Background: an optimization exercise with open tools, aiming at small area, a short achievable clock period and few clock cycles. Do not read the settings as production practice.
Where RTL was checked, it was by simulation tests only, not by an equivalence proof against the original.
Function not checked in runs 1 and 2: the RTL went through the layout flow alone.
Power figures rest on the tool's default switching activity, not on a simulated workload.

<file path="design/flow/design.v">
module fenc_crc8 (
    input  wire [7:0] crc_in,
    input  wire [7:0] data,
    output wire [7:0] crc_out
);
    wire [15:0] v = {data, crc_in};
    assign crc_out[0] = ^(v & 16'hcbcb);
    assign crc_out[1] = ^(v & 16'h9696);
    assign crc_out[2] = ^(v & 16'he7e7);
    assign crc_out[3] = ^(v & 16'hcece);
    assign crc_out[4] = ^(v & 16'h5757);
    assign crc_out[5] = ^(v & 16'haeae);
    assign crc_out[6] = ^(v & 16'h9797);
    assign crc_out[7] = ^(v & 16'he5e5);
endmodule
module fenc_crc48 (
    input  wire [7:0] crc_in,
    input  wire [47:0] data,
    output wire [7:0] crc_out
);
    wire [55:0] v = {data, crc_in};
    assign crc_out[0] = ^(v & 56'hcbe117ed3e4646);
    assign crc_out[1] = ^(v & 56'h96c32fda7d8c8c);
    assign crc_out[2] = ^(v & 56'he7664859c55e5e);
    assign crc_out[3] = ^(v & 56'hcecd90b28abdbd);
    assign crc_out[4] = ^(v & 56'h577a36882b3d3d);
    assign crc_out[5] = ^(v & 56'haef46c10577a7a);
    assign crc_out[6] = ^(v & 56'h9708cecd90b2b2);
    assign crc_out[7] = ^(v & 56'he5f08b761f2323);
endmodule
module fenc_crc_keep (
    input  wire [7:0] crc_in,
    output wire [7:0] byte_o
);
    assign byte_o[0] = ^(crc_in & 8'h43);
    assign byte_o[1] = ^(crc_in & 8'h86);
    assign byte_o[2] = ^(crc_in & 8'h4f);
    assign byte_o[3] = ^(crc_in & 8'h9f);
    assign byte_o[4] = ^(crc_in & 8'h7c);
    assign byte_o[5] = ^(crc_in & 8'hf9);
    assign byte_o[6] = ^(crc_in & 8'hb1);
    assign byte_o[7] = ^(crc_in & 8'h21);
endmodule
module fenc_clamp (
    input  wire [15:0] v,
    input  wire        p,
    output wire [10:0] c
);
    wire big = v[14] | v[13] | v[12] | v[11];
    wire lo  = v[15] | (!big && (p ? fenc_lt(v[10:0], 11'd191) : fenc_lt(v[10:0], 11'd1000)));
    wire hi  = !v[15] && (big || (p ? fenc_gt(v[10:0], 11'd1792) : fenc_gt(v[10:0], 11'd2000)));
    assign c = lo ? (p ? 11'd191 : 11'd1000) : hi ? (p ? 11'd1792 : 11'd2000) : v[10:0];
    function fenc_lt(input [10:0] x, input [10:0] k);
        integer i;
        begin
            fenc_lt = 1'b0;
            for (i = 0; i < 11; i = i + 1)
                fenc_lt = k[i] ? (!x[i] || fenc_lt) : (!x[i] && fenc_lt);
        end
    endfunction
    function fenc_gt(input [10:0] x, input [10:0] k);
        integer i;
        begin
            fenc_gt = 1'b0;
            for (i = 0; i < 11; i = i + 1)
                fenc_gt = k[i] ? (x[i] && fenc_gt) : (x[i] || fenc_gt);
        end
    endfunction
endmodule
module fenc_add #(parameter integer W = 25, parameter integer L = 5) (
    input  wire [W-1:0] a,
    input  wire [W-1:0] b,
    output wire [W-1:0] s
);
    wire [W-1:0] g [0:L];
    wire [W-1:0] p [0:L];
    assign g[0] = a & b;
    assign p[0] = a ^ b;
    genvar l, i;
    generate
        for (l = 0; l < L; l = l + 1) begin : g_lvl
            for (i = 0; i < W; i = i + 1) begin : g_bit
                if (((i >> l) & 1) == 1) begin : g_comb
                    localparam integer J = ((i >> l) << l) - 1;
                    assign g[l+1][i] = g[l][i] | (p[l][i] & g[l][J]);
                    assign p[l+1][i] = p[l][i] & p[l][J];
                end else begin : g_pass
                    assign g[l+1][i] = g[l][i];
                    assign p[l+1][i] = p[l][i];
                end
            end
        end
    endgenerate
    assign s = p[0] ^ {g[L][W-2:0], 1'b0};
endmodule
module fenc_map (
    input  wire [15:0] a,
    input  wire        proto,         
    input  wire        thr,           
    output wire [15:0] y
);
    wire [24:0] a25 = {{9{a[15]}}, a};
    wire [24:0] o1 = a25 << 7;
    wire [24:0] o2 = proto ? (a25 << 6) : ~(a25 << 2);
    wire [24:0] o3 = proto ? (a25 << 3) : a25;
    wire [24:0] o4 = proto ? (thr ? (25'd191 << 9) : (25'd992 << 10))
                           : (thr ? (25'd1000 << 9) + 25'd1 : (25'd1500 << 10) + 25'd1);
    wire [24:0] s1 = o1 ^ o2 ^ o3;
    wire [24:0] c1 = ((o1 & o2) | (o1 & o3) | (o2 & o3)) << 1;
    wire [24:0] s2 = s1 ^ c1 ^ o4;
    wire [24:0] c2 = ((s1 & c1) | (s1 & o4) | (c1 & o4)) << 1;
    wire [24:0] z;
    fenc_add #(.W(25)) u_add (.a(s2), .b(c2), .s(z));
    assign y = thr ? z[24:9] : {z[24], z[24:10]};
endmodule
module fenc_mapc (
    input  wire [15:0] y,
    input  wire        proto,         
    input  wire        thr,           
    input  wire        armed,
    input  wire [10:0] thrmax,
    output wire [10:0] v
);
    wire big = y[14] | y[13] | y[12] | y[11];
    wire lo  = y[15] | (!big && (proto ? lt_c(y[10:0], 11'd191) : lt_c(y[10:0], 11'd1000)));
    wire hi  = !y[15] && (big || (thr ? gt_v(y[10:0], thrmax) :
                                  proto ? gt_v(y[10:0], 11'd1792) : gt_v(y[10:0], 11'd2000)));
    wire [10:0] hv  = thr ? thrmax : proto ? 11'd1792 : 11'd2000;
    wire [10:0] c   = lo ? (proto ? 11'd191 : 11'd1000) : hi ? hv : y[10:0];
    wire [10:0] dis = proto ? (thr ? 11'd191 : 11'd992) : (thr ? 11'd1000 : 11'd1500);
    assign v = armed ? c : dis;
    function lt_c(input [10:0] x, input [10:0] k);
        integer i;
        begin
            lt_c = 1'b0;
            for (i = 0; i < 11; i = i + 1)
                lt_c = k[i] ? (!x[i] || lt_c) : (!x[i] && lt_c);
        end
    endfunction
    function gt_v(input [10:0] x, input [10:0] k);
        integer i;
        begin
            gt_v = 1'b0;
            for (i = 0; i < 11; i = i + 1)
                gt_v = (x[i] && !k[i]) || (!(x[i] ^ k[i]) && gt_v);
        end
    endfunction
endmodule
module fenc_fbrd (
    input  wire [175:0] v,
    input  wire [7:0]   chk,
    input  wire         proto,        
    input  wire         n16,
    input  wire [5:0]   addr,
    output wire [7:0]   byte_o
);
    reg [7:0] cb, mb;
    always @* begin
        case (addr)
            6'd0: cb = 8'hC8;
            6'd1: cb = 8'h18;
            6'd2: cb = 8'h16;
            6'd3: cb = v[7:0];
            6'd4: cb = v[15:8];
            6'd5: cb = v[23:16];
            6'd6: cb = v[31:24];
            6'd7: cb = v[39:32];
            6'd8: cb = v[47:40];
            6'd9: cb = v[55:48];
            6'd10: cb = v[63:56];
            6'd11: cb = v[71:64];
            6'd12: cb = v[79:72];
            6'd13: cb = v[87:80];
            6'd14: cb = v[95:88];
            6'd15: cb = v[103:96];
            6'd16: cb = v[111:104];
            6'd17: cb = v[119:112];
            6'd18: cb = v[127:120];
            6'd19: cb = v[135:128];
            6'd20: cb = v[143:136];
            6'd21: cb = v[151:144];
            6'd22: cb = v[159:152];
            6'd23: cb = v[167:160];
            6'd24: cb = v[175:168];
            default: cb = chk;
        endcase
        case (addr)
            6'd0: mb = 8'h24;
            6'd1: mb = 8'h4D;
            6'd2: mb = 8'h3C;
            6'd3: mb = n16 ? 8'h20 : 8'h10;
            6'd4: mb = 8'hC8;
            6'd5: mb = v[7:0];
            6'd6: mb = {5'd0, v[10:8]};
            6'd7: mb = v[18:11];
            6'd8: mb = {5'd0, v[21:19]};
            6'd9: mb = v[29:22];
            6'd10: mb = {5'd0, v[32:30]};
            6'd11: mb = v[40:33];
            6'd12: mb = {5'd0, v[43:41]};
            6'd13: mb = v[51:44];
            6'd14: mb = {5'd0, v[54:52]};
            6'd15: mb = v[62:55];
            6'd16: mb = {5'd0, v[65:63]};
            6'd17: mb = v[73:66];
            6'd18: mb = {5'd0, v[76:74]};
            6'd19: mb = v[84:77];
            6'd20: mb = {5'd0, v[87:85]};
            6'd21: mb = n16 ? v[95:88] : chk;
            6'd22: mb = {5'd0, v[98:96]};
            6'd23: mb = v[106:99];
            6'd24: mb = {5'd0, v[109:107]};
            6'd25: mb = v[117:110];
            6'd26: mb = {5'd0, v[120:118]};
            6'd27: mb = v[128:121];
            6'd28: mb = {5'd0, v[131:129]};
            6'd29: mb = v[139:132];
            6'd30: mb = {5'd0, v[142:140]};
            6'd31: mb = v[150:143];
            6'd32: mb = {5'd0, v[153:151]};
            6'd33: mb = v[161:154];
            6'd34: mb = {5'd0, v[164:162]};
            6'd35: mb = v[172:165];
            6'd36: mb = {5'd0, v[175:173]};
            default: mb = chk;
        endcase
    end
    assign byte_o = proto ? cb : mb;
endmodule
module fenc (
    input  wire        clk,
    input  wire        rst,           
    input  wire        cmd_valid,
    output wire        cmd_ready,
    input  wire [31:0] cmd,
    output wire        rsp_valid,
    output wire        rsp_ok,
    output wire [15:0] rsp_data
);
    localparam [7:0] OP_NOP    = 8'h00, OP_LDAX   = 8'h01, OP_LDCH   = 8'h02,
                     OP_SETARM = 8'h03, OP_CSRW   = 8'h04, OP_CSRR   = 8'h05,
                     OP_RDAX   = 8'h06, OP_RDCH   = 8'h07, OP_RDFB   = 8'h08,
                     OP_POP    = 8'h09, OP_REWIND = 8'h0A, OP_RST    = 8'h0F,
                     OP_XORI   = 8'h10, OP_XORB   = 8'h11, OP_CRCI   = 8'h12,
                     OP_CRCB   = 8'h13, OP_MAPM   = 8'h20, OP_MAPC   = 8'h21,
                     OP_FMTM   = 8'h30, OP_FMTC   = 8'h31, OP_ENC    = 8'h40;
    reg         busy;                 
    reg         sq_map, sq_fmt;       
    reg         sq_enc;               
    reg         sq_proto;             
    reg         rsp_ok_q;
    reg         rs_csr, rs_ax, rs_ch, rs_fb;    
    reg [5:0]   raddr;                
    reg [15:0]  ax [0:3];
    reg         armed_q;
    reg [15:0]  ch [0:15];
    reg [7:0]   xsum_q, crc_q;
    reg [175:0] fbp;                  
    reg [7:0]   fbchk;                
    reg         fvalid_q, fproto_q, fn16_q;
    reg [5:0]   optr_q;
    reg         err_q;
    reg [2:0]   ecode_q;
    reg [3:0]   cfg_q;                
    reg [10:0]  aom_q, tmm_q, aoc_q, tmc_q;    
    wire seq  = sq_map || sq_fmt;
    wire idle = !busy && !seq;
    wire take = cmd_valid && idle;
    assign cmd_ready = idle && !rst;
    assign rsp_valid = busy && !rst;
    assign rsp_ok    = rsp_ok_q;
    wire [7:0]  op  = cmd[31:24];
    wire [7:0]  idx = cmd[23:16];
    wire [15:0] imm = cmd[15:0];
    wire idx0 = (idx == 8'd0);
    wire imm0 = (imm == 16'd0);
    reg legal;
    always @* begin
        case (op)
            OP_NOP, OP_POP, OP_REWIND, OP_RST, OP_XORI, OP_CRCI,
            OP_MAPM, OP_MAPC, OP_FMTM, OP_FMTC, OP_ENC:
                           legal = idx0 && imm0;
            OP_LDAX:       legal = (idx[7:2] == 6'd0);
            OP_LDCH:       legal = (idx[7:4] == 4'd0);
            OP_SETARM:     legal = idx0 && (imm[15:1] == 15'd0);
            OP_CSRW:       legal = 1'b1;
            OP_CSRR:       legal = imm0;
            OP_RDAX:       legal = (idx[7:2] == 6'd0) && imm0;
            OP_RDCH:       legal = (idx[7:4] == 4'd0) && imm0;
            OP_RDFB:       legal = imm0;
            OP_XORB, OP_CRCB:
                           legal = idx0 && (imm[15:8] == 8'd0);
            default:       legal = 1'b0;
        endcase
    end
    wire [5:0] flen = !fvalid_q ? 6'd0 : fproto_q ? 6'd26 : fn16_q ? 6'd38 : 6'd22;
    wire csr_rd_ok = (idx[7:3] == 5'd0 && idx[2:0] <= 3'd5) || (idx[7:2] == 6'd2);
    wire csr_wr_ok = idx0 || (idx[7:2] == 6'd2);
    reg [2:0] ecode_new;
    always @* begin
        ecode_new = 3'd0;
        if (!legal) ecode_new = 3'd1;
        else case (op)
            OP_CSRW: if (!csr_wr_ok) ecode_new = 3'd2;
            OP_CSRR: if (!csr_rd_ok) ecode_new = 3'd2;
            OP_RDFB: if (!fvalid_q) ecode_new = 3'd4;
                     else if ({2'b00, flen} <= idx) ecode_new = 3'd3;
            OP_POP:  if (!fvalid_q) ecode_new = 3'd4;
                     else if (optr_q == flen) ecode_new = 3'd3;
            default: ;
        endcase
    end
    wire ok = (ecode_new == 3'd0);
    wire idx_lo2 = (idx[7:2] == 6'd0), idx_lo4 = (idx[7:4] == 4'd0);
    wire imm_lo8 = (imm[15:8] == 8'd0), imm_lo1 = (imm[15:1] == 15'd0);
    wire z0   = idx0 && imm0;
    wire w_ldax  = take && op == OP_LDAX && idx_lo2;
    wire ldch    = take && op == OP_LDCH && idx_lo4;
    wire w_arm   = take && op == OP_SETARM && idx0 && imm_lo1;
    wire w_csrw  = take && op == OP_CSRW;
    wire w_pop   = take && op == OP_POP && z0 && fvalid_q && (optr_q != flen);
    wire w_rew   = take && op == OP_REWIND && z0;
    wire w_rst   = take && op == OP_RST && z0;
    wire w_xori  = take && op == OP_XORI && z0;
    wire w_xorb  = take && op == OP_XORB && idx0 && imm_lo8;
    wire w_crci  = take && op == OP_CRCI && z0;
    wire w_crcb  = take && op == OP_CRCB && idx0 && imm_lo8;
    wire w_map   = take && (op == OP_MAPM || op == OP_MAPC || op == OP_ENC) && z0;
    wire w_fmt   = take && (op == OP_FMTM || op == OP_FMTC) && z0;
    reg  rst_cmd_q;
    wire do_rst = rst || rst_cmd_q;
    wire [1:0]  mk     = raddr[1:0];     
    wire [1:0]  fq     = raddr[3:2];     
    wire [1:0]  ax_sel = raddr[1:0];
    wire [15:0] ax_rd  = ax[ax_sel];
    wire [1:0]  ch_q = raddr[3:2];
    wire [15:0] ch_a [0:3];
    genvar gi;
    generate
        for (gi = 0; gi < 4; gi = gi + 1) begin : g_cha
            assign ch_a[gi] = ch_q[1] ? (ch_q[0] ? ch[12 + gi] : ch[8 + gi])
                                      : (ch_q[0] ? ch[4 + gi]  : ch[gi]);
        end
    endgenerate
    wire [15:0] ch_rd = ch_a[raddr[1:0]];
    wire [7:0] fb_byte;
    fenc_fbrd u_fbrd (.v(fbp), .chk(fbchk), .proto(fproto_q), .n16(fn16_q),
                      .addr(raddr), .byte_o(fb_byte));
    reg [15:0] csr_rdata;
    always @* begin
        case (raddr[3:0])
            4'h0:    csr_rdata = {12'd0, cfg_q};
            4'h1:    csr_rdata = {8'd0, 1'b0, ecode_q, 1'b0, err_q, fproto_q, fvalid_q};
            4'h2:    csr_rdata = {10'd0, flen};
            4'h3:    csr_rdata = {10'd0, optr_q};
            4'h4:    csr_rdata = {8'd0, xsum_q};
            4'h5:    csr_rdata = {8'd0, crc_q};
            4'h8:    csr_rdata = {5'd0, aom_q};
            4'h9:    csr_rdata = {5'd0, tmm_q};
            4'hA:    csr_rdata = {5'd0, aoc_q};
            default: csr_rdata = {5'd0, tmc_q};
        endcase
    end
    assign rsp_data = ({16{rs_csr}} & csr_rdata) | ({16{rs_ax}} & ax_rd) |
                      ({16{rs_ch}} & ch_rd) | {8'd0, {8{rs_fb}} & fb_byte};
    wire [43:0] f_vals;
    generate
        for (gi = 0; gi < 4; gi = gi + 1) begin : g_fcl
            fenc_clamp u_c (.v(ch_a[gi]), .p(sq_proto), .c(f_vals[11 * gi +: 11]));
        end
    endgenerate
    wire [10:0] imm_c;
    fenc_clamp u_cimm (.v(imm), .p(idx[1]), .c(imm_c));
    wire [15:0] m_y;
    wire        m_thr = (mk == 2'd3);
    fenc_map u_map (.a(ax_rd), .proto(sq_proto), .thr(m_thr), .y(m_y));
    wire [10:0] m_out;
    fenc_mapc u_mapc (.y(m_y), .proto(sq_proto), .thr(m_thr), .armed(armed_q),
                      .thrmax(sq_proto ? tmc_q : tmm_q), .v(m_out));
    wire        m_ord  = sq_proto ? cfg_q[3] : cfg_q[2];
    wire [1:0]  m_slot = mk[1] ? {1'b1, mk[0] ^ m_ord} : mk;
    wire        m_wr   = sq_map;
    wire [10:0] m_aux  = (mk == 2'd0) ? (sq_proto ? 11'd191 : 11'd1000) :
                         armed_q ? (sq_proto ? 11'd1792 : 11'd2000) : (sq_proto ? aoc_q : aom_q);
    wire [15:0] bus_a  = do_rst ? 16'd0 : ldch ? imm : {5'd0, m_out};
    wire [15:0] bus_b  = do_rst ? 16'd0 : ldch ? imm : {5'd0, m_aux};
    wire [3:0]  f_nib = fq[1] ? fbp[131:128] : fbp[43:40];
    wire [7:0]  f_acc = (fq == 2'd0) ? 8'hD3 : fbchk;      
    wire [7:0]  f_keep;
    fenc_crc_keep u_keep (.crc_in(f_acc), .byte_o(f_keep));
    wire [7:0]  f_b0  = fq[0] ? {f_vals[3:0], f_nib} : f_keep;
    wire [39:0] f_b15 = fq[0] ? f_vals[43:4] : f_vals[39:0];
    wire [7:0]  f_crc;
    fenc_crc48 u_crc (.crc_in(f_acc), .data({f_b15, f_b0}), .crc_out(f_crc));
    reg  [7:0] f_x;
    integer fi;
    always @* begin
        f_x = (fq == 2'd0) ? ((cfg_q[1] ? 8'h20 : 8'h10) ^ 8'hC8) : fbchk;
        if (!fq[1] || cfg_q[1])
            for (fi = 0; fi < 4; fi = fi + 1)
                f_x = f_x ^ f_vals[11 * fi +: 8] ^ {5'd0, f_vals[11 * fi + 8 +: 3]};
    end
    wire [7:0] f_chk = sq_proto ? f_crc : f_x;
    wire       f_end = sq_fmt && (fq == 2'd3);
    wire [7:0] crcb_out;
    fenc_crc8 u_crcb (.crc_in(crc_q), .data(imm[7:0]), .crc_out(crcb_out));
    integer k;
    always @(posedge clk) begin
        rsp_ok_q <= ok;
        rs_csr   <= ok && op == OP_CSRR;
        rs_ax    <= ok && op == OP_RDAX;
        rs_ch    <= ok && op == OP_RDCH;
        rs_fb    <= ok && (op == OP_RDFB || op == OP_POP);
        if (!seq)
            raddr <= (op == OP_POP) ? optr_q : idx[5:0];
        else if (sq_map)
            raddr <= (mk == 2'd3) ? 6'd0 : raddr + 6'd1;
        else
            raddr <= raddr + 6'd4;
        rst_cmd_q <= !rst && w_rst;
        if (rst) begin
            busy   <= 1'b0;
            sq_map <= 1'b0;
            sq_fmt <= 1'b0;
        end else begin
            busy <= take;
            if (w_map) begin
                sq_map   <= 1'b1;
                sq_enc   <= (op == OP_ENC);
                sq_proto <= (op == OP_ENC) ? cfg_q[0] : op[0];
            end else if (w_fmt) begin
                sq_fmt   <= 1'b1;
                sq_proto <= op[0];
            end else if (sq_map && mk == 2'd3) begin
                sq_map <= 1'b0;
                sq_fmt <= sq_enc;
            end else if (sq_fmt && fq == 2'd3) begin
                sq_fmt <= 1'b0;
            end
        end
        for (k = 0; k < 4; k = k + 1)
            if (do_rst || (ldch && idx[3:0] == k) || (m_wr && m_slot == k))
                ch[k] <= bus_a;
        if (do_rst || (ldch && idx[3:0] == 4) || (sq_map && mk == 2'd1))
            ch[4] <= bus_b;
        for (k = 5; k < 16; k = k + 1)
            if (do_rst || (ldch && idx[3:0] == k) || (sq_map && mk == 2'd0))
                ch[k] <= bus_b;
        if (sq_fmt) begin
            case (fq)
                2'd0: fbp[43:0]    <= f_vals;
                2'd1: fbp[87:44]   <= f_vals;
                2'd2: fbp[131:88]  <= f_vals;
                2'd3: fbp[175:132] <= f_vals;
            endcase
            fbchk <= f_chk;
        end
        if (do_rst) begin
            for (k = 0; k < 4; k = k + 1) ax[k] <= 16'd0;
            armed_q  <= 1'b0;
            xsum_q   <= 8'd0;
            crc_q    <= 8'd0;
            fvalid_q <= 1'b0;
            fproto_q <= 1'b0;
            fn16_q   <= 1'b0;
            optr_q   <= 6'd0;
            err_q    <= 1'b0;
            ecode_q  <= 3'd0;
            cfg_q    <= 4'b1000;
            aom_q    <= 11'd1000;
            tmm_q    <= 11'd2000;
            aoc_q    <= 11'd191;
            tmc_q    <= 11'd1792;
        end else begin
            if (take && !ok) begin
                err_q <= 1'b1;
                if (!err_q) ecode_q <= ecode_new;
            end
            if (w_ldax) ax[idx[1:0]] <= imm;
            if (w_arm)  armed_q <= imm[0];
            if (w_csrw) case (idx)
                8'h00: cfg_q <= imm[3:0];
                8'h08: aom_q <= imm_c;
                8'h09: tmm_q <= imm_c;
                8'h0A: aoc_q <= imm_c;
                8'h0B: tmc_q <= imm_c;
                default: ;
            endcase
            if (w_pop)  optr_q <= optr_q + 6'd1;
            if (w_rew)  optr_q <= 6'd0;
            if (w_xori) xsum_q <= 8'd0;
            if (w_xorb) xsum_q <= xsum_q ^ imm[7:0];
            if (w_crci) crc_q  <= 8'd0;
            if (w_crcb) crc_q  <= crcb_out;
            if (f_end) begin
                if (sq_proto) crc_q  <= f_chk;
                else          xsum_q <= f_chk;
                fvalid_q <= 1'b1;
                fproto_q <= sq_proto;
                fn16_q   <= cfg_q[1];
                optr_q   <= 6'd0;
            end
        end
    end
endmodule
</file>
<file path="design/flow/flow/run.sh">
#!/bin/bash
# The standard layout (the standard.sh: its synthesis, placement, CTS and
# routing), with settings changed for the steps after synthesis:
# - the ports get buf_4 buffers instead of the smallest buffer cell,
# - repair_timing is asked to leave 11.5 ns of setup slack at the design's
#   clock period, so that cells are sized for a shorter achieved period,
# - core utilisation 40%; the clock tree settings are in config.mk.
set -euo pipefail
bash standard.sh synth > orfs_synth.log 2>&1
bash standard.sh SETUP_SLACK_MARGIN=11.5 CORE_UTILIZATION=40 "BUFFER_PORTS_ARGS=-buffer_cell sky130_fd_sc_hd__buf_4" finish > orfs_layout.log 2>&1
</file>
<file path="design/flow/standard.sh">
#!/bin/bash
# synth_recipe.tcl (not shown) runs the flow's synth.tcl, then flattens the netlist and writes it again
# the make line also repeats each setting of config.mk as NAME=value (left out here)
make -C /OpenROAD-flow-scripts/flow DESIGN_CONFIG=/design/flow/config.mk WORK_HOME=/design/flow/orfs CLKGATE_MAP_FILE= SYNTH_SCRIPT=/design/flow/synth_recipe.tcl "${@:-finish}"
</file>
<file path="design/flow/config.mk">
export PLATFORM = sky130hd
export DESIGN_NAME = fenc
export DESIGN_NICKNAME = fenc
export VERILOG_FILES = /design/flow/design.v
export SDC_FILE = /design/flow/constraint.sdc
export NUM_CORES = 4
export LEC_CHECK = 0
export CAP_MARGIN = 20
export CORE_MARGIN = 2
export CORE_UTILIZATION = 40
export CTS_CLUSTER_DIAMETER = 60
export CTS_CLUSTER_SIZE = 25
export SLEW_MARGIN = 20
</file>
<file path="design/flow/constraint.sdc">
create_clock -name core_clock -period 20.0 [get_ports {clk}]
set_input_delay 4.0000 -clock core_clock [delete_from_list [all_inputs] [get_ports {clk}]]
set_output_delay 4.0000 -clock core_clock [all_outputs]
set_load 0.01 [all_outputs]
</file>
==> flow_summary.toml, run 1 <==
[hold_path]
hold_path.class = "reg2reg"

[routing]
drc = 0
ant_nets = 0
routedWlPerCell_um = 33.8
vias_per_cell = 6.52
first_pass_iters = 9
drt_first_iter_violations = 3912
dr_total_vias = 27600
routed_wirelength_mm = 143

[setup_path]
slowest_stage = "and2_1"
cpLargestDelayFamily = "simple AND/OR/NAND/NOR gates"
required_ns = 16.00
crit_arrival_ns = 4.60
critPathLaunchType = "register"
end_kind = "primary output"
cp_cell_sequence = "buf_4 -> buf_4 -> ha_1 -> and2_1 -> nor2_1 -> o21ai_0 -> nor3_2 -> buf_4 -> buf_4 -> o21ai_2 -> o21ai_0 -> o21ai_2 -> nand2_1 -> buf_4"
critPathMaxFanout = 14
crit_buf_inv = 5
worstSetupPathType = "reg2out"
cp_slowest_stage_delay_ns = 0.57
cp_common_cell = "buf_4"

[timing]
fin_crit_sh_pct = 43.0
max_slew_margin_pct = 20.0
fin_crit_ns = 8.60
whs_ns = 0.488
rsz0062_at_grt = "yes"
finalSetupViolations = 0
tightest_slew_ns = 1.20
setup_tns_ns = 0
slew_violations = 0
max_freq_ghz = 0.116
timing_hold_violations_final = 0
clock_skew_ns = 0.0591
setup_slack_ns = 11.40

[synth]
synth_top_family_by_area = "compound AO/OA/AOI/OAI gates"
avgSynthCellArea_um2 = 11.3
yosys.area_share.adder_pct = 4.10
synth_ff_type = "edfxtp_1"
synth_xor_area_share_pct = 7.16
synthMuxAreaShare_pct = 7.88
synth_top_area_cell = "edfxtp_1"
yosys_register_bits = 599
syn_inst = 3044
synth_top_cell_area_share_pct = 44.4
ys_types = 100
syn_nets = 3175
yosysSeqAreaShare_pct = 49.7
synth_compound_area_share_pct = 16.0
ys_async_sr_fraction_pct = 0
synth_simple_gate_area_share_pct = 11.4
synth_area_leaders = "edfxtp_1, dfxtp_1, mux4_2"
synth_edf_count = 508
synth-warning-count = 7
synthesis.area_um2 = 34400

[placed_design]
place_congestion = 1.03
dpl.hpwl_mm = 104
place_area_um2 = 36100
dpl_worst_slack_ns = 10.58
port_buffers = 53

[global_routing]
antenna_found_initial = 1
grt_pass1_vias = 26900
track_usage_pct = 31.6
globalRouteMet2Util_pct = 51.8
use_met3_pct = 4.92
gr-usage-met1_pct = 39.7
grt-ovfl-total = 0
grt_pass1_wl_mm = 202
grt_max_degree = 63
grt_busiest_layer = "met2"

[layout]
design_area_um2 = 38500
nFillCells = 7926
fin_nets = 3183
area_delta_synth_final_pct = 12.0
drive_above_1_share_pct = 14.7
n_antenna_cell = 0

[pwr]
power_frac_clock_pct = 31.9
comb_power_share_pct = 28.6
p_leak_uw = 0.0138
p_sw_share_pct = 34.4
power_density_nw_per_um2 = 92.7
ir_drop_v = 0.0000922
p_int_uw = 2340
power_switching_uw = 1230
pwr-share-seq_pct = 39.5

[clock_tree]
clockBufferDepth = 3
worstSkewPairLatency_ns = 0.68
cts_root_buf = "clkbuf_16"
numCtsBuffers = 53
ctsHoldBuffers = 0
clk_pin_slew_ns = 0.08
cts_tree = "yes"
htreeDepth = 2
clock_sinks = 599

[floorplan]
core_area_um2 = 85100
die_w_um = 297
dieArea_um2 = 88300
row_count = 107
start_util_pct = 40.4
io_pins = 54
die_y_um = 297

[status]
status = "complete, no violations"

[run]
max_cap_violations = 0
-- layout make-up --
| cell class | count | area, um2 | share of cell area [%] |
|---|---|---|---|
| timing repair buffer | 153 | 1240 | 3.23 |
| clock inverter | 44 | 657 | 1.71 |
| multi-input combinational | 2119 | 16300 | 42.3 |
| clock buffer | 55 | 1340 | 3.49 |
| sequential | 599 | 17100 | 44.4 |
| tap | 1144 | 1430 | 3.72 |
| inverter | 126 | 473 | 1.23 |
-- synth_stat cells (66+ instances only) --
master / count
edfxtp_1: 508
nor2_1: 301
nand2_1: 235
clkbuf_1: 163
xnor2_1: 159
o21ai_0: 144
a21oi_1: 131
inv_1: 125
dfxtp_1: 91
a22oi_1: 87
mux4_2: 80
mux2i_1: 74
ha_1: 71
xor2_1: 66
-- state kept, by name, indices dropped and copies added (netlist names), 3 cells and up --
name,flops
fbchk,8
cfg_q,4
raddr,6
aom_q,11
fbp,176
tmc_q,11
ecode_q,3
ch,256
optr_q,6
crc_q,8
ax,64
xsum_q,8
aoc_q,11
tmm_q,11
-- cells in the final DEF, fill, tap and decap left out, types with 14 or more instances in the layout --
cell type and count:
edfxtp_1 508, nor2_1 286, nand2_1 234, xnor2_1 159, buf_4 138, a21oi_1 129, o21ai_0 126, inv_1 123
dfxtp_1 89, a22oi_1 86, mux4_2 80, mux2i_1 74, ha_1 67, xor2_1 66, nand3_1 56, a222oi_1 54
clkbuf_16 54, nor3_1 48, nand4_1 42, a22o_1 41, a221oi_1 35, o211ai_1 33, a211oi_1 32, fa_1 25
xnor3_1 20, nor4_1 19, or4_1 16, a31oi_1 16, o21ai_2 16, o2111ai_1 16, and3_1 15, and2_1 14
nor2_2 14
-- metal layers --
layer / part of all wire, % / wire length, um / vias to the layer above
li1: - / - / 11700
met1: 38 / 53900 / 13900
met2: 47 / 67300 / 1668
met3: 8.3 / 11900 / 427
met4: 7.1 / 10100 / 2
met5: 0.0077 / 11 / -
-- power groups by stage --
stage | clock [uW] | sequential, uW | combinational (uW)
2_1_floorplan | 0 | 1430 | 642
3_3_place_gp | 0 | 1440 | 968
3_5_place_dp | 0 | 1440 | 979
4_1_cts | 1150 | 1410 | 997
5_1_grt | 1200 | 1410 | 1070
6_report | 1140 | 1410 | 1020
-- worst register-to-register path: cells and delay by family, from the launching register on --
family	cells	cell delay, ns
buffers and inverters	4	0.67
and+or+nand+nor	2	0.27
DFF	1	0.34
adders and majority gates	5	2.11
AOI/OAI and AO/OA	14	3.78
muxes	1	0.68
-- stage by stage --
step	total power, uW	util, %	instances
after global placement	2410	42.4	4123
after floorplan	2070	-	3044
after global routing	3670	45.2	4240
after detailed placement	2420	42.4	4124
after CTS	3560	45.1	4237
final	3570	45.2	4240
-- cell families (layout without fill, tap and decap cells) --
group	count (synthesis)	count (layout)
simple gates	844	844
compound gates	763	763
flops	599	599
buf+inv	326	378
xor+xnor	247	247
mux	167	167
fa+ha+maj	98	98
-- worst paths after layout --
path / from / to / slack (ns) / cells after the start
setup / recovery: raddr[2]$_DFF_P_ / rsp_data[3] / 11.40 / 14
setup reg to reg: raddr[0]$_DFFE_PP_ / ch[0][6]$_DFFE_PP_ / 11.86 / 26
hold reg to reg: aom_q[10]$_SDFFE_PN0P_ / aom_q[10]$_SDFFE_PN0P_ / 0.49 / 2
hold / removal: aom_q[10]$_SDFFE_PN0P_ / aom_q[10]$_SDFFE_PN0P_ / 0.49 / 2
-- repair_timing --
item / CTS / global route
resized for setup: 33 / 21
hold endpoints to repair: 0 / 0
buffers inserted: 14 / 0
setup endpoints to repair: 56 / 39
pin swaps: 3 / 5
gates cloned: 0 / 1
==> run 2: changes to the inputs <==
--- a/design/flow/design.v
+++ b/design/flow/design.v
@@ -249,8 +249,9 @@
     reg         sq_enc;               
     reg         sq_proto;             
     reg         rsp_ok_q;
-    reg         rs_csr, rs_ax, rs_ch, rs_fb;    
-    reg [5:0]   raddr;                
+    reg [15:0]  rsp_data_q;           
+    reg         rs_ax, rs_ch;         
+    reg [3:0]   raddr;                
     reg [15:0]  ax [0:3];
     reg         armed_q;
     reg [15:0]  ch [0:15];
@@ -345,10 +346,10 @@
     wire [15:0] ch_rd = ch_a[raddr[1:0]];
     wire [7:0] fb_byte;
     fenc_fbrd u_fbrd (.v(fbp), .chk(fbchk), .proto(fproto_q), .n16(fn16_q),
-                      .addr(raddr), .byte_o(fb_byte));
+                      .addr((op == OP_POP) ? optr_q : idx[5:0]), .byte_o(fb_byte));
     reg [15:0] csr_rdata;
     always @* begin
-        case (raddr[3:0])
+        case (idx[3:0])
             4'h0:    csr_rdata = {12'd0, cfg_q};
             4'h1:    csr_rdata = {8'd0, 1'b0, ecode_q, 1'b0, err_q, fproto_q, fvalid_q};
             4'h2:    csr_rdata = {10'd0, flen};
@@ -361,8 +362,7 @@
             default: csr_rdata = {5'd0, tmc_q};
         endcase
     end
-    assign rsp_data = ({16{rs_csr}} & csr_rdata) | ({16{rs_ax}} & ax_rd) |
-                      ({16{rs_ch}} & ch_rd) | {8'd0, {8{rs_fb}} & fb_byte};
+    assign rsp_data = rsp_data_q | ({16{rs_ax}} & ax_rd) | ({16{rs_ch}} & ch_rd);
     wire [43:0] f_vals;
     generate
         for (gi = 0; gi < 4; gi = gi + 1) begin : g_fcl
@@ -407,16 +407,16 @@
     integer k;
     always @(posedge clk) begin
         rsp_ok_q <= ok;
-        rs_csr   <= ok && op == OP_CSRR;
+        rsp_data_q <= ({16{ok && op == OP_CSRR}} & csr_rdata) |
+                      {8'd0, {8{ok && (op == OP_RDFB || op == OP_POP)}} & fb_byte};
         rs_ax    <= ok && op == OP_RDAX;
         rs_ch    <= ok && op == OP_RDCH;
-        rs_fb    <= ok && (op == OP_RDFB || op == OP_POP);
         if (!seq)
-            raddr <= (op == OP_POP) ? optr_q : idx[5:0];
+            raddr <= idx[3:0];
         else if (sq_map)
-            raddr <= (mk == 2'd3) ? 6'd0 : raddr + 6'd1;
+            raddr <= (mk == 2'd3) ? 4'd0 : raddr + 4'd1;
         else
-            raddr <= raddr + 6'd4;
+            raddr <= raddr + 4'd4;
         rst_cmd_q <= !rst && w_rst;
         if (rst) begin
             busy   <= 1'b0;
==> design/flow/flow/run.sh (replaced) <==
#!/bin/bash
# The standard layout (the standard.sh: its synthesis, placement, CTS and
# routing), with settings changed for the steps after synthesis:
# - the ports get buf_4 buffers instead of the smallest buffer cell,
# - repair_timing is asked to leave 11.7 ns of setup slack at the design's
#   clock period, so that cells are sized for a shorter achieved period,
# - core utilisation 40%.
set -euo pipefail
bash standard.sh synth > orfs_synth.log 2>&1
bash standard.sh SETUP_SLACK_MARGIN=11.7 CORE_UTILIZATION=40 "BUFFER_PORTS_ARGS=-buffer_cell sky130_fd_sc_hd__buf_4" finish > orfs_layout.log 2>&1
--- a/design/flow/config.mk
+++ b/design/flow/config.mk
@@ -8,6 +8,4 @@
 export CAP_MARGIN = 20
 export CORE_MARGIN = 2
 export CORE_UTILIZATION = 40
-export CTS_CLUSTER_DIAMETER = 60
-export CTS_CLUSTER_SIZE = 25
 export SLEW_MARGIN = 20
==> run 2 against run 1 <==
Effect of this change:
- still clean on timing, DRC and antenna
- synthesized area rose by 1.6%
- utilization barely moved
- maximum frequency rose by 1.9%
- register-to-register slack improved by 0.31 ns
- final area rose by 1.7%
- via count rose by 0.98%
- hold slack improved by 0.012 ns
- critical endpoint is now cmd_ready
- largest cell class unchanged
- largest power group unchanged
==> flow_summary.toml, run 2 <==
[status]
status = "complete, no violations"

[synth]
syn_inst = 3140
synth-warning-count = 7
synth.most_common_cell = "edfxtp_1"
synth_area_leaders = "edfxtp_1, dfxtp_1, mux4_2"
synth_common_cells = "edfxtp_1, nor2_1, nand2_1, xnor2_1, o21ai_0"
synth_ff_type = "edfxtp_1"
yosys_register_bits = 606
syn_nets = 3271
synth_edf_count = 508
yosysSeqAreaShare_pct = 49.3
synthesis.area_um2 = 34900
synth_top_cell_area_share_pct = 43.7
avgSynthCellArea_um2 = 11.1
ys_types = 108
synth_top_area_cell = "edfxtp_1"
ys_async_sr_fraction_pct = 0

[global_routing]
grt-ovfl-total = 0
track_usage_pct = 30.2
grt_pass1_vias = 26200
grt_max_degree = 54
grt_pass1_wl_mm = 195
antenna_found_initial = 3

[layout]
layout_common_cells = "edfxtp_1, nor2_1, nand2_1"
nFillCells = 7992
regMostFlops = "ch"
final_common_cell = "edfxtp_1"
largest_reg_flops = 256
fin_nets = 3292
final_core_utilization_pct = 45.2
area_delta_synth_final_pct = 12.0
drive_above_1_share_pct = 14.4
n_antenna_cell = 0
reg_top3 = "ch: 256 flops, fbp: 176 flops, ax: 64 flops"

[timing]
finalSetupViolations = 0
slew_violations = 0
fin_crit_sh_pct = 42.2
max_freq_ghz = 0.119
timing_hold_violations_final = 0
fin_crit_ns = 8.44
clock_skew_ns = 0.0358
tightest_slew_ns = 1.23
max_slew_margin_pct = 17.9
setup_tns_ns = 0
rsz0062_at_grt = "yes"

[pwr]
power_density_nw_per_um2 = 94.2
p_leak_uw = 0.0139
ir_drop_v = 0.0000738

[routing]
first_pass_iters = 9
ant_nets = 0
drc = 0
dr_total_vias = 27900
drt_first_iter_violations = 3702
routedWlPerCell_um = 31.5
vias_per_cell = 6.39
routed_wirelength_mm = 138

[floorplan]
io_pins = 54
core_area_um2 = 86600
dieArea_um2 = 89700
start_util_pct = 40.3
die_w_um = 300
row_count = 108
die_y_um = 300

[placed_design]
dpl.hpwl_mm = 101
port_buffers = 53
place_congestion = 1.00

[clock_tree]
clk_pin_slew_ns = 0.06
numCtsBuffers = 67
cts_root_buf = "clkbuf_16"
clockBufferDepth = 3
ctsHoldBuffers = 0
worstSkewPairLatency_ns = 0.65
clock_sinks = 606
cts_tree = "yes"
htreeDepth = 3

[setup_path]
required_ns = 16.00
startpoint = "rst"
timing.rr.start = "raddr[0]$_DFFE_PP_"
worstSetupPathType = "in2out"
critPathMaxFanout = 4
critPathLaunchType = "primary input"
crit_arrival_ns = 4.44
end_kind = "primary output"

[hold_path]
hold_path.class = "reg2reg"
hold_path_startpoint = "aoc_q[9]$_SDFFE_PN0P_"

[run]
max_cap_violations = 0
## run 2: cell count changes in the layout (fill, tap and decap cells not counted), moves of 11 or more
cell	previous run	this run
mux2_2	11	28
clkbuf_16	54	68
xnor2_1	159	173
a222oi_1	54	30
o21ai_0	126	139
nand2_1	234	247
a221oi_1	35	46
nor3_1	48	64
xnor3_1	20	9
## run 2: cell families (layout without fill, tap and decap cells)
group | after synthesis | in the layout | synth area share (%)
mux | 181 | 181 | 8.23
simple gates | 865 | 865 | 11.3
xor+xnor | 259 | 259 | 6.91
fa+ha+maj | 98 | 98 | 4.03
flops | 606 | 606 | 49.3
compound gates | 806 | 806 | 16.5
buf+inv | 325 | 396 | 3.77
## run 2: worst max-delay path, stage by stage
cell and delay [ns]:
buf_12 0.11, nor4_4 0.16, buf_4 0.17
## run 2: per-layer routing
metal  global-route usage, %  routed length (um)  up-vias
met2                    46.4               61100     1685
met4                    14.2                7740        4
met1                    41.2               55800    13800
met3                    6.03               12900      380
met5                       0                  27        -
li1                        -                   -    12000
## run 2: final timing paths
path	depth (start not counted)	to	slack (ns)
worst max-delay path	3	cmd_ready	11.56
worst min-delay path	2	aoc_q[9]$_SDFFE_PN0P_	0.50
worst max register to register	27	ch[1][6]$_DFFE_PP_	12.17
worst min register to register	2	aoc_q[9]$_SDFFE_PN0P_	0.50
## run 2: cell type report
cell class                      instances  area [um2]  share of cell area (%)
Sequential cell                       606       17200                    44.0
Multi-Input combinational cell       2209       16700                    42.6
Clock buffer                           78        1740                    4.44
Tap cell                             1155        1450                    3.69
Timing Repair Buffer                  145        1130                    2.88
Inverter                              132         495                    1.27
Clock inverter                         41         457                    1.17
## run 2: where the power goes
| part | total (uW) | internal (uW) | switching [uW] |
|---|---|---|---|
| clock | 1270 | 731 | 534 |
| sequential | 1430 | 1410 | 12.5 |
| combinational | 997 | 364 | 634 |
| total | 3690 | 2510 | 1180 |
## run 2: metrics by stage
stage / area [um2] / setup slack, ns / total power (uW) / cells / hold WS [ns]
floorplan: 35000 / 11.65 / 2100 / 3140 / 0.455
global placement: 36700 / 10.90 / 2430 / 4237 / 0.468
detailed placement: 36800 / 11.41 / 2420 / 4240 / 0.487
CTS: 39000 / 11.59 / 3680 / 4361 / 0.501
global route: 39100 / 11.52 / 3800 / 4366 / 0.526
finish: 39100 / 11.56 / 3690 / 4366 / 0.500
## run 2: timing repair
action                     in CTS  in global routing
cloned                          0                  0
pin swaps                       0                  2
setup endpoints to repair       8                 48
buffers inserted                2                  2
resized for setup               7                 13
==> run 3: changes to the inputs <==
--- a/design/flow/design.v
+++ b/design/flow/design.v
@@ -72,26 +72,36 @@
     input  wire [W-1:0] b,
     output wire [W-1:0] s
 );
-    wire [W-1:0] g [0:L];
-    wire [W-1:0] p [0:L];
+    wire [W-1:0] g [0:2*L];
+    wire [W-1:0] p [0:2*L];
     assign g[0] = a & b;
     assign p[0] = a ^ b;
     genvar l, i;
     generate
-        for (l = 0; l < L; l = l + 1) begin : g_lvl
+        for (l = 0; l < L; l = l + 1) begin : g_up
             for (i = 0; i < W; i = i + 1) begin : g_bit
-                if (((i >> l) & 1) == 1) begin : g_comb
-                    localparam integer J = ((i >> l) << l) - 1;
-                    assign g[l+1][i] = g[l][i] | (p[l][i] & g[l][J]);
-                    assign p[l+1][i] = p[l][i] & p[l][J];
+                if ((((i + 1) % (2 << l)) == 0)) begin : g_comb
+                    assign g[l+1][i] = g[l][i] | (p[l][i] & g[l][i - (1 << l)]);
+                    assign p[l+1][i] = p[l][i] & p[l][i - (1 << l)];
                 end else begin : g_pass
                     assign g[l+1][i] = g[l][i];
                     assign p[l+1][i] = p[l][i];
                 end
             end
         end
+        for (l = L - 1; l >= 0; l = l - 1) begin : g_dn
+            for (i = 0; i < W; i = i + 1) begin : g_bit
+                if ((((i + 1) % (1 << l)) == 0) && (((i + 1) % (2 << l)) != 0) && (i >= (2 << l))) begin : g_comb
+                    assign g[2*L-l][i] = g[2*L-l-1][i] | (p[2*L-l-1][i] & g[2*L-l-1][i - (1 << l)]);
+                    assign p[2*L-l][i] = p[2*L-l-1][i] & p[2*L-l-1][i - (1 << l)];
+                end else begin : g_pass
+                    assign g[2*L-l][i] = g[2*L-l-1][i];
+                    assign p[2*L-l][i] = p[2*L-l-1][i];
+                end
+            end
+        end
     endgenerate
-    assign s = p[0] ^ {g[L][W-2:0], 1'b0};
+    assign s = p[0] ^ {g[2*L][W-2:0], 1'b0};
 endmodule
 module fenc_map (
     input  wire [15:0] a,
@@ -245,6 +255,7 @@
                      OP_CRCB   = 8'h13, OP_MAPM   = 8'h20, OP_MAPC   = 8'h21,
                      OP_FMTM   = 8'h30, OP_FMTC   = 8'h31, OP_ENC    = 8'h40;
     reg         busy;                 
+    reg         hold_q;               
     reg         sq_map, sq_fmt;       
     reg         sq_enc;               
     reg         sq_proto;             
@@ -265,7 +276,7 @@
     reg [3:0]   cfg_q;                
     reg [10:0]  aom_q, tmm_q, aoc_q, tmc_q;    
     wire seq  = sq_map || sq_fmt;
-    wire idle = !busy && !seq;
+    wire idle = !hold_q;
     wire take = cmd_valid && idle;
     assign cmd_ready = idle && !rst;
     assign rsp_valid = busy && !rst;
@@ -418,6 +429,8 @@
         else
             raddr <= raddr + 4'd4;
         rst_cmd_q <= !rst && w_rst;
+        hold_q    <= !rst && (take || (sq_map && !(mk == 2'd3 && !sq_enc)) ||
+                              (sq_fmt && fq != 2'd3));
         if (rst) begin
             busy   <= 1'b0;
             sq_map <= 1'b0;
--- a/design/flow/flow/run.sh
+++ b/design/flow/flow/run.sh
@@ -4,7 +4,7 @@
 # - the ports get buf_4 buffers instead of the smallest buffer cell,
 # - repair_timing is asked to leave 11.7 ns of setup slack at the design's
 #   clock period, so that cells are sized for a shorter achieved period,
-# - core utilisation 40%.
+# - core utilisation 40%; the clock tree settings are in config.mk.
 set -euo pipefail
 bash standard.sh synth > orfs_synth.log 2>&1
 bash standard.sh SETUP_SLACK_MARGIN=11.7 CORE_UTILIZATION=40 "BUFFER_PORTS_ARGS=-buffer_cell sky130_fd_sc_hd__buf_4" finish > orfs_layout.log 2>&1
--- a/design/flow/config.mk
+++ b/design/flow/config.mk
@@ -8,4 +8,6 @@
 export CAP_MARGIN = 20
 export CORE_MARGIN = 2
 export CORE_UTILIZATION = 40
+export CTS_CLUSTER_DIAMETER = 60
+export CTS_CLUSTER_SIZE = 30
 export SLEW_MARGIN = 20
==> run 3 against run 2 <==
Effect of this change:
- synthesized cell count down 3.1%
- utilization is 0.099 points lower
- non-clock buffer count down 8
- critical path depth is the same
- count of clock-buffer cells in the layout decreased by 28
- critical endpoint is now rsp_valid
- clock power is 13% lower
- sequential share of layout area is 0.70 points higher
- combinational power shrank 6.6%
- register-to-register slack lost 0.10 ns
- largest cell class unchanged
==> flow_summary.toml, run 3 <==
[layout]
final_common_cell = "edfxtp_1"
final_core_utilization_pct = 45.1
reg_top3 = "ch: 256 flops, fbp: 176 flops, ax: 64 flops"
regMostFlops = "ch"
nFillCells = 7861
largest_reg_flops = 256
fin_nets = 3185
layout_common_cells = "edfxtp_1, nor2_1, nand2_1"
drive_above_1_share_pct = 13.5
area_delta_synth_final_pct = 11.3

[timing]
setup_tns_ns = 0
clock_skew_ns = 0.0423
slew_violations = 0
tightest_slew_ns = 1.14
rsz0062_at_grt = "yes"
timing_hold_violations_final = 0
max_slew_margin_pct = 23.2
max_freq_ghz = 0.120
fin_crit_sh_pct = 41.5
fin_crit_ns = 8.31
finalSetupViolations = 0

[hold_path]
hold_path_startpoint = "aoc_q[9]$_SDFFE_PN0P_"
worstHoldPathCells = 2
whs_endpoint = "aoc_q[9]$_SDFFE_PN0P_"
hold_path.class = "reg2reg"

[floorplan]
row_count = 107
start_util_pct = 40.5
io_pins = 54
dieArea_um2 = 89000
die_y_um = 298
die_w_um = 298
core_area_um2 = 85500

[clock_tree]
worstSkewPairLatency_ns = 0.65
ctsHoldBuffers = 0
clock_sinks = 607
cts_root_buf = "clkbuf_16"
clk_pin_slew_ns = 0.08
clockBufferDepth = 3
cts_tree = "yes"
numCtsBuffers = 49
htreeDepth = 2

[global_routing]
grt_pass1_vias = 26400
track_usage_pct = 30.6
grt-ovfl-total = 0
antenna_found_initial = 4
grt_pass1_wl_mm = 197
grt_max_degree = 110

[synth]
yosys_register_bits = 607
avgSynthCellArea_um2 = 11.4
synth_area_leaders = "edfxtp_1, dfxtp_1, mux4_2"
synth.most_common_cell = "edfxtp_1"
synth_top_cell_area_share_pct = 44.0
syn_inst = 3042
synth_edf_count = 508
ys_async_sr_fraction_pct = 0
ys_types = 102
synth_top_area_cell = "edfxtp_1"
syn_nets = 3179
synth-warning-count = 7
synth_ff_type = "edfxtp_1"
synth_common_cells = "edfxtp_1, nor2_1, nand2_1, xnor2_1, o21ai_0"
synthesis.area_um2 = 34700
yosysSeqAreaShare_pct = 49.7

[setup_path]
rrSetupSlack_ns = 12.07
reg2reg_depth = 27
end_kind = "primary output"
crit_arrival_ns = 4.31
worstSetupPathType = "in2out"
critPathLaunchType = "primary input"
timing.rr.start = "raddr[0]$_DFFE_PP_"
rr_endpoint = "ch[1][6]$_DFFE_PP_"
critPathMaxFanout = 4
required_ns = 16.00

[pwr]
pwr-share-seq_pct = 41.2
p_sw_share_pct = 34.1
ir_drop_v = 0.0000882
comb_power_share_pct = 27.0
power_frac_clock_pct = 31.8
power_density_nw_per_um2 = 89.4
totalPowerFinal_uw = 3450
power_switching_uw = 1180
p_leak_uw = 0.0137
p_int_uw = 2270

[routing]
routedWlPerCell_um = 32.9
vias_per_cell = 6.52
drt_first_iter_violations = 3858
routed_wirelength_mm = 139
first_pass_iters = 9
dr_total_vias = 27600
drc = 0
ant_nets = 0

[placed_design]
place_congestion = 1.02
port_buffers = 53
dpl.hpwl_mm = 102

[status]
status = "complete, no violations"

[run]
max_cap_violations = 0
[run 3: repair_timing]
action,CTS,global route
resized for setup,10,15
cloned,0,1
endpoints found under the setup margin,14,46
pin swaps,0,2
setup buffers,3,1
[run 3: layout make-up]
class | count | area [um2] | area share (%)
diodes | 2 | 5.00 | 0.0130
clock buffers | 50 | 1250 | 3.24
multi-input cells | 2144 | 16500 | 42.8
flip-flops and latches | 607 | 17200 | 44.7
repair buffers | 137 | 1110 | 2.87
clock inverters | 42 | 634 | 1.64
well taps | 1144 | 1430 | 3.71
inverters | 109 | 409 | 1.06
[run 3: logic make-up (layout without fill, tap and decap cells)]
kind of cell    after synthesis  after routing  synth area share [%]
other cells                   0              2                     0
flops                       607            607                  49.7
simple gates                860            860                  11.4
compound gates              757            758                  15.5
buf+inv                     292            338                  3.59
mux                         188            188                  8.52
fa+ha+maj                   104            104                  4.41
xor+xnor                    234            234                  6.79
[run 3: how the worst max path moves through the flow]
stage | start | end | slack [ns]
after floorplan | rst | rsp_valid | 11.69
after global placement | cmd[29] | rsp_data_q[3]$_DFF_P_ | 11.19
after detailed placement | cmd[29] | rsp_data_q[3]$_DFF_P_ | 11.53
after CTS | rst | rsp_valid | 11.70
after global routing | rst | rsp_valid | 11.67
final | rst | rsp_valid | 11.69
[run 3: critical path: stages]
cell	delay (ns)
buf_12	0.11
nor2b_4	0.10
buf_6	0.10
[run 3: power groups by stage]
| stage | registers (uW) | logic, uW | clock network [uW] |
|---|---|---|---|
| 2_1_floorplan | 1450 | 585 | 0 |
| 3_3_place_gp | 1450 | 882 | 0 |
| 3_5_place_dp | 1450 | 895 | 0 |
| 4_1_cts | 1420 | 902 | 1100 |
| 5_1_grt | 1420 | 979 | 1150 |
| 6_report | 1420 | 931 | 1100 |
[run 3: through the flow]
step | worst slack, ns | std cells | cell area, um2 | hold WS, ns
after global placement | 11.19 | 4135 | 36400 | 0.476
after detailed placement | 11.53 | 4135 | 36500 | 0.481
after global routing | 11.67 | 4233 | 38600 | 0.527
after CTS | 11.70 | 4230 | 38500 | 0.501
final | 11.69 | 4235 | 38600 | 0.500
after floorplan | 11.69 | 3042 | 34700 | 0.446
[run 3: routing by layer]
| metal | GRT usage (%) | wire (um) | vias up |
|---|---|---|---|
| met5 | 0 | 0 | - |
| met3 | 4.10 | 11000 | 386 |
| met2 | 49.0 | 64400 | 1628 |
| met1 | 40.1 | 54500 | 14000 |
| li1 | - | - | 11600 |
| met4 | 17.5 | 9470 | 0 |
Testbench counts of run 3, summed over its fixed seeds: cycles 604,871.
==> run 4: changes to the inputs <==
--- a/design/flow/config.mk
+++ b/design/flow/config.mk
@@ -9,5 +9,5 @@
 export CORE_MARGIN = 2
 export CORE_UTILIZATION = 40
 export CTS_CLUSTER_DIAMETER = 60
-export CTS_CLUSTER_SIZE = 30
+export CTS_CLUSTER_SIZE = 40
 export SLEW_MARGIN = 20
==> run 4 against run 3 <==
Effect of this change:
- via count about the same
- final area about the same
- critical endpoint unchanged
- setup slack unchanged
- critical path depth unchanged
- synthesized area unchanged
- largest power group unchanged
- routed wire length decreased by 0.22%
- utilization about the same
- count of clock-buffer cells in the layout unchanged
- still clean on timing, DRC and antenna
==> flow_summary.toml, run 4 <==
[timing]
clock_skew_ns = 0.0489
rsz0062_at_grt = "yes"
setup_tns_ns = 0
timing_hold_violations_final = 0
max_slew_margin_pct = 19.5
tightest_slew_ns = 1.20
finalSetupViolations = 0
slew_violations = 0
fin_crit_ns = 8.31
setup_slack_ns = 11.69
fin_crit_sh_pct = 41.5
max_freq_ghz = 0.120

[layout]
reg_top3 = "ch: 256 flops, fbp: 176 flops, ax: 64 flops"
area_delta_synth_final_pct = 11.3
largest_reg_flops = 256
drive_above_1_share_pct = 13.5
design_area_um2 = 38600
regMostFlops = "ch"
multi_input_area_um2 = 16500
nFillCells = 7865
fin_nets = 3185
ff_latch_area_um2 = 17200
final_common_cell = "edfxtp_1"
layout_common_cells = "edfxtp_1, nor2_1, nand2_1"

[placed_design]
dpl_worst_slack_ns = 11.53
place_area_um2 = 36500
place_congestion = 1.02
port_buffers = 53
dpl.hpwl_mm = 102

[floorplan]
core_area_um2 = 85500
io_pins = 54
die_w_um = 298
die_y_um = 298
row_count = 107
start_util_pct = 40.5
dieArea_um2 = 89000

[setup_path]
worstSetupPathType = "in2out"
rr_endpoint = "ch[1][6]$_DFFE_PP_"
critPathCapture = "rsp_valid"
startpoint = "rst"
timing.rr.start = "raddr[0]$_DFFE_PP_"
rrSetupSlack_ns = 12.08
end_kind = "primary output"
crit_arrival_ns = 4.31
required_ns = 16.00
critPathMaxFanout = 4
reg2reg_depth = 27
critPathLaunchType = "primary input"

[routing]
first_pass_iters = 7
routed_wirelength_mm = 139
ant_nets = 0
routedWlPerCell_um = 32.9
drc = 0
drt_first_iter_violations = 3813
vias_per_cell = 6.52
dr_total_vias = 27600

[status]
status = "complete, no violations"

[synth]
synth_ff_type = "edfxtp_1"
ys_types = 102
synth_top_area_cell = "edfxtp_1"
synth.most_common_cell = "edfxtp_1"
synth_area_leaders = "edfxtp_1, dfxtp_1, mux4_2"
syn_nets = 3179
yosys_register_bits = 607
synth_top_cell_area_share_pct = 44.0
synth-warning-count = 7
avgSynthCellArea_um2 = 11.4
syn_inst = 3042
ys_async_sr_fraction_pct = 0
yosysSeqAreaShare_pct = 49.7
synth_common_cells = "edfxtp_1, nor2_1, nand2_1, xnor2_1, o21ai_0"
synthesis.area_um2 = 34700
synth_edf_count = 508

[clock_tree]
cts_tree = "yes"
clk_pin_slew_ns = 0.08
worstSkewPairLatency_ns = 0.65
cts_root_buf = "clkbuf_16"
clockBufferDepth = 3
ctsHoldBuffers = 0
htreeDepth = 2
numCtsBuffers = 49
clock_sinks = 607

[pwr]
power_density_nw_per_um2 = 89.5
p_leak_uw = 0.0137
ir_drop_v = 0.0000885

[global_routing]
grt_pass1_wl_mm = 197
grt_max_degree = 110
antenna_found_initial = 4
grt_pass1_vias = 26400
grt-ovfl-total = 0
track_usage_pct = 30.6

[hold_path]
hold_path.class = "reg2reg"

[run]
max_cap_violations = 0
## run 4: worst max-delay path: stages
cell,delay [ns]
buf_12,0.11
nor2b_4,0.10
buf_6,0.10
## run 4: worst min path at each step
stage,cells past startpoint,to,start
floorplan,2,cfg_q[2]$_SDFFE_PN0P_,cfg_q[2]$_SDFFE_PN0P_
global placement,2,ecode_q[1]$_SDFFE_PN0P_,ecode_q[1]$_SDFFE_PN0P_
detailed placement,2,aoc_q[9]$_SDFFE_PN0P_,aoc_q[9]$_SDFFE_PN0P_
CTS,2,aoc_q[9]$_SDFFE_PN0P_,aoc_q[9]$_SDFFE_PN0P_
global route,2,cfg_q[0]$_SDFFE_PN0P_,cfg_q[0]$_SDFFE_PN0P_
finish,2,aoc_q[9]$_SDFFE_PN0P_,aoc_q[9]$_SDFFE_PN0P_
## run 4: where the power goes
group,leakage (uW),internal [uW],switching (uW)
Sequential,0.00575,1410,10.9
Clock,0.000901,524,575
Combinational,0.00709,339,592
Total,0.0137,2270,1180
## run 4: final cells by class
class / count / share of cell area (%)
clock inverters: 42 / 1.67
repair buffers: 137 / 2.87
flip-flops and latches: 607 / 44.7
multi-input cells: 2144 / 42.7
inverters: 109 / 1.06
clock buffers: 50 / 3.24
well taps: 1144 / 3.71
diodes: 1 / 0.00649
## run 4: cells by family (layout without fill, tap and decap cells)
logic type               Yosys count  in the layout  share of synthesized area [%]
AO/OA/AOI/OAI                    757            758                           15.5
XOR/XNOR                         234            234                           6.79
adder cells (fa/ha/maj)          104            104                           4.41
buffers and inverters            292            338                           3.59
flip-flops                       607            607                           49.7
multiplexers                     188            188                           8.52
other                              0              1                              0
AND/OR/NAND/NOR                  860            860                           11.4
## run 4: metal layers
| metal | up-vias | GRT usage, % | part of all wire [%] |
|---|---|---|---|
| met5 | - | 0 | 0.0079 |
| met3 | 364 | 4.16 | 8.4 |
| met2 | 1649 | 49.0 | 46 |
| met4 | 2 | 17.4 | 6.7 |
| li1 | 11600 | - | - |
| met1 | 14000 | 40.1 | 39 |
## run 4: what timing repair did
item,4_1_cts,5_1_grt
gates resized for setup,10,15
endpoints found under the setup margin,14,46
pin swaps,0,2
gates cloned,0,1
buffers inserted,3,1
## run 4: through the flow
stage | hold slack, ns | cells | util (%) | total power, uW
2_1_floorplan | 0.446 | 3042 | - | 2030
3_3_place_gp | 0.476 | 4135 | 42.6 | 2330
3_5_place_dp | 0.481 | 4135 | 42.7 | 2350
4_1_cts | 0.501 | 4230 | 45.0 | 3430
5_1_grt | 0.527 | 4233 | 45.1 | 3560
6_report | 0.499 | 4234 | 45.1 | 3450
==> run 5: changes to the inputs <==
--- a/design/flow/config.mk
+++ b/design/flow/config.mk
@@ -9,5 +9,6 @@
 export CORE_MARGIN = 2
 export CORE_UTILIZATION = 40
 export CTS_CLUSTER_DIAMETER = 60
-export CTS_CLUSTER_SIZE = 40
+export CTS_CLUSTER_SIZE = 30
+export PLACE_DENSITY = 0.75
 export SLEW_MARGIN = 20
==> run 5 against run 4 <==
Effect of this change:
- still clean
- critical path depth unchanged
- final area decreased by 1.8%
- maximum frequency rose by 0.10%
- sequential power about the same
- clock skew down 0.0096 ns
- cell count is 0.97% lower
==> flow_summary.toml, run 5 <==
[layout]
design_area_um2 = 37900
area_delta_synth_final_pct = 9.33
layout_common_cells = "edfxtp_1, nand2_1, nor2_1"
multi_input_area_um2 = 16400
final_common_cell = "edfxtp_1"
fin_nets = 3158
largest_reg_flops = 256
reg_top3 = "ch: 256 flops, fbp: 176 flops, ax: 64 flops"
drive_above_1_share_pct = 12.3
n_antenna_cell = 0
ff_latch_area_um2 = 17200
regMostFlops = "ch"
nFillCells = 7765

[setup_path]
rr_endpoint = "ch[1][4]$_DFFE_PP_"
required_ns = 16.00
reg2reg_depth = 27
worstSetupPathType = "in2out"
rrSetupSlack_ns = 12.15
critPathMaxFanout = 3
critPathLaunchType = "primary input"
end_kind = "primary output"
startpoint = "rst"
timing.rr.start = "raddr[0]$_DFFE_PP_"
crit_arrival_ns = 4.30

[synth]
ys_async_sr_fraction_pct = 0
synth_top_cell_area_share_pct = 44.0
syn_inst = 3042
synth_edf_count = 508
synth_top_area_cell = "edfxtp_1"
avgSynthCellArea_um2 = 11.4
synth.most_common_cell = "edfxtp_1"
synth-warning-count = 7
syn_nets = 3179
synth_common_cells = "edfxtp_1, nor2_1, nand2_1, xnor2_1, o21ai_0"
yosysSeqAreaShare_pct = 49.7
ys_types = 102
synth_area_leaders = "edfxtp_1, dfxtp_1, mux4_2"
synthesis.area_um2 = 34700
yosys_register_bits = 607
synth_ff_type = "edfxtp_1"

[timing]
fin_crit_ns = 8.30
tightest_slew_ns = 1.28
setup_slack_ns = 11.70
max_slew_margin_pct = 14.8
timing_hold_violations_final = 0
rsz0062_at_grt = "yes"
finalSetupViolations = 0
clock_skew_ns = 0.0393
fin_crit_sh_pct = 41.5
setup_tns_ns = 0
max_freq_ghz = 0.121
slew_violations = 0

[clock_tree]
numCtsBuffers = 38
clockBufferDepth = 3
ctsHoldBuffers = 0
clock_sinks = 607
clk_pin_slew_ns = 0.08
cts_tree = "yes"
worstSkewPairLatency_ns = 0.63
cts_root_buf = "clkbuf_16"
htreeDepth = 2

[global_routing]
use_met3_pct = 5.38
grt_pass1_wl_mm = 184
grt-ovfl-total = 0
gr-usage-met1_pct = 37.8
antenna_found_initial = 7
grt_busiest_layer = "met2"
grt_max_degree = 112
globalRouteMet2Util_pct = 43.4
grt_pass1_vias = 25700
track_usage_pct = 28.1

[placed_design]
place_area_um2 = 36300
dpl_worst_slack_ns = 11.61
port_buffers = 53
dpl.hpwl_mm = 92.2
place_congestion = 1.03

[run]
max_cap_violations = 0

[status]
status = "complete, no violations"

[floorplan]
die_y_um = 298
die_w_um = 298
row_count = 107
io_pins = 54
dieArea_um2 = 89000
core_area_um2 = 85500
start_util_pct = 40.5

[routing]
drc = 0
first_pass_iters = 8
routedWlPerCell_um = 30.6
dr_total_vias = 27400
routed_wirelength_mm = 128
drt_first_iter_violations = 4020
vias_per_cell = 6.53
ant_nets = 0

[hold_path]
worstHoldPathCells = 2
hold_path.class = "reg2reg"
hold_path_startpoint = "cfg_q[2]$_SDFFE_PN0P_"
whs_endpoint = "cfg_q[2]$_SDFFE_PN0P_"

[pwr]
power_density_nw_per_um2 = 84.7
ir_drop_v = 0.000118
p_leak_uw = 0.0134
run 5: cell counts after synthesis:
No cell type changed its count.
run 5: worst max path at each step:
stage,to,cells past startpoint
5_1_grt,rsp_valid,3
6_report,rsp_valid,3
4_1_cts,rsp_valid,3
3_5_place_dp,rsp_data_q[1]$_DFF_P_,14
2_1_floorplan,rsp_valid,2
3_3_place_gp,rsp_valid,3
run 5: per-stage QoR:
stage	cells	total power (uW)	hold slack, ns	util (%)
final	4193	3210	0.503	44.3
after global routing	4193	3310	0.516	44.3
after CTS	4188	3200	0.494	44.1
after detailed placement	4119	2290	0.479	42.4
after global placement	4119	2270	0.468	42.4
after floorplan	3042	2030	0.446	-
run 5: what timing repair did:
item / in CTS / in global routing
endpoints found under the setup margin: 14 / 45
resized for setup: 7 / 13
pin swaps: 0 / 3
setup buffers: 1 / 3
run 5: critical path: stages:
cell     delay (ns)
buf_12         0.10
nor2b_4        0.09
buf_6          0.10
run 5: cell families after synthesis:
kind of cell | Yosys count | synth area share (%)
DFF | 607 | 49.7
and+or+nand+nor | 860 | 11.4
xor gates and xnor gates | 234 | 6.79
adders and majority gates | 104 | 4.41
buffers and inverters | 292 | 3.59
muxes | 188 | 8.52
AOI/OAI and AO/OA | 757 | 15.5
run 5: routing by layer:
metal | wire (um) | up-vias
li1 | - | 11600
met1 | 49500 | 13400
met2 | 57000 | 1937
met3 | 13900 | 432
met4 | 8040 | 8
met5 | 53 | -
run 5: where the power goes:
group | switching [uW] | internal, uW | total (uW)
Clock | 497 | 432 | 928
Combinational | 528 | 334 | 862
Sequential | 9.84 | 1410 | 1420
run 5: layout make-up:
cell class	instances	share of cell area (%)
Timing Repair Buffer	122	2.52
Clock inverter	27	1.13
Clock buffer	41	2.65
Multi-Input combinational cell	2143	43.3
Sequential cell	607	45.5
Inverter	109	1.08
Tap cell	1144	3.78

[afterwards: timing with drivers on the ports]
How much do the figures lean on ideal ports? The routed layouts below were timed once more, with nothing changed but the port constraints.
Step 1 assumes that a clkbuf_16 drives the clock port and a buf_2 every other input.
Step 2 adds t to the input delays and takes it off the output delays; t is the mean of the earliest and latest rising clock arrival at the registers after step 1. Input paths then give back, and output paths get back, about the clock's delay inside the block.
Slacks: no drivers / after step 1 / after step 2; pairs: no drivers / after step 1.
| run | t (ns) | slack for setup (ns) | hold WS [ns] | slew at the worst register clock pin (ns) |
|---|---|---|---|---|
| run 1 | 0.722 | 11.398 / 11.325 / 11.468 | 0.488 / 0.488 / 0.488 | 0.10 / 0.10 |
| run 2 | 0.701 | 11.562 / 11.515 / 11.080 | 0.500 / 0.500 / 0.500 | 0.07 / 0.07 |
| run 3 | 0.692 | 11.694 / 11.646 / 11.354 | 0.500 / 0.500 / 0.500 | 0.11 / 0.11 |
| run 4 | 0.692 | 11.694 / 11.646 / 11.321 | 0.499 / 0.499 / 0.499 | 0.11 / 0.11 |
| run 5 | 0.668 | 11.702 / 11.654 / 11.651 | 0.503 / 0.503 / 0.503 | 0.11 / 0.11 |
After both steps every run listed still meets setup and hold. For run 2, which loses most, drivers alone change the setup slack by -0.047 ns; drivers and shift together by -0.482 ns.
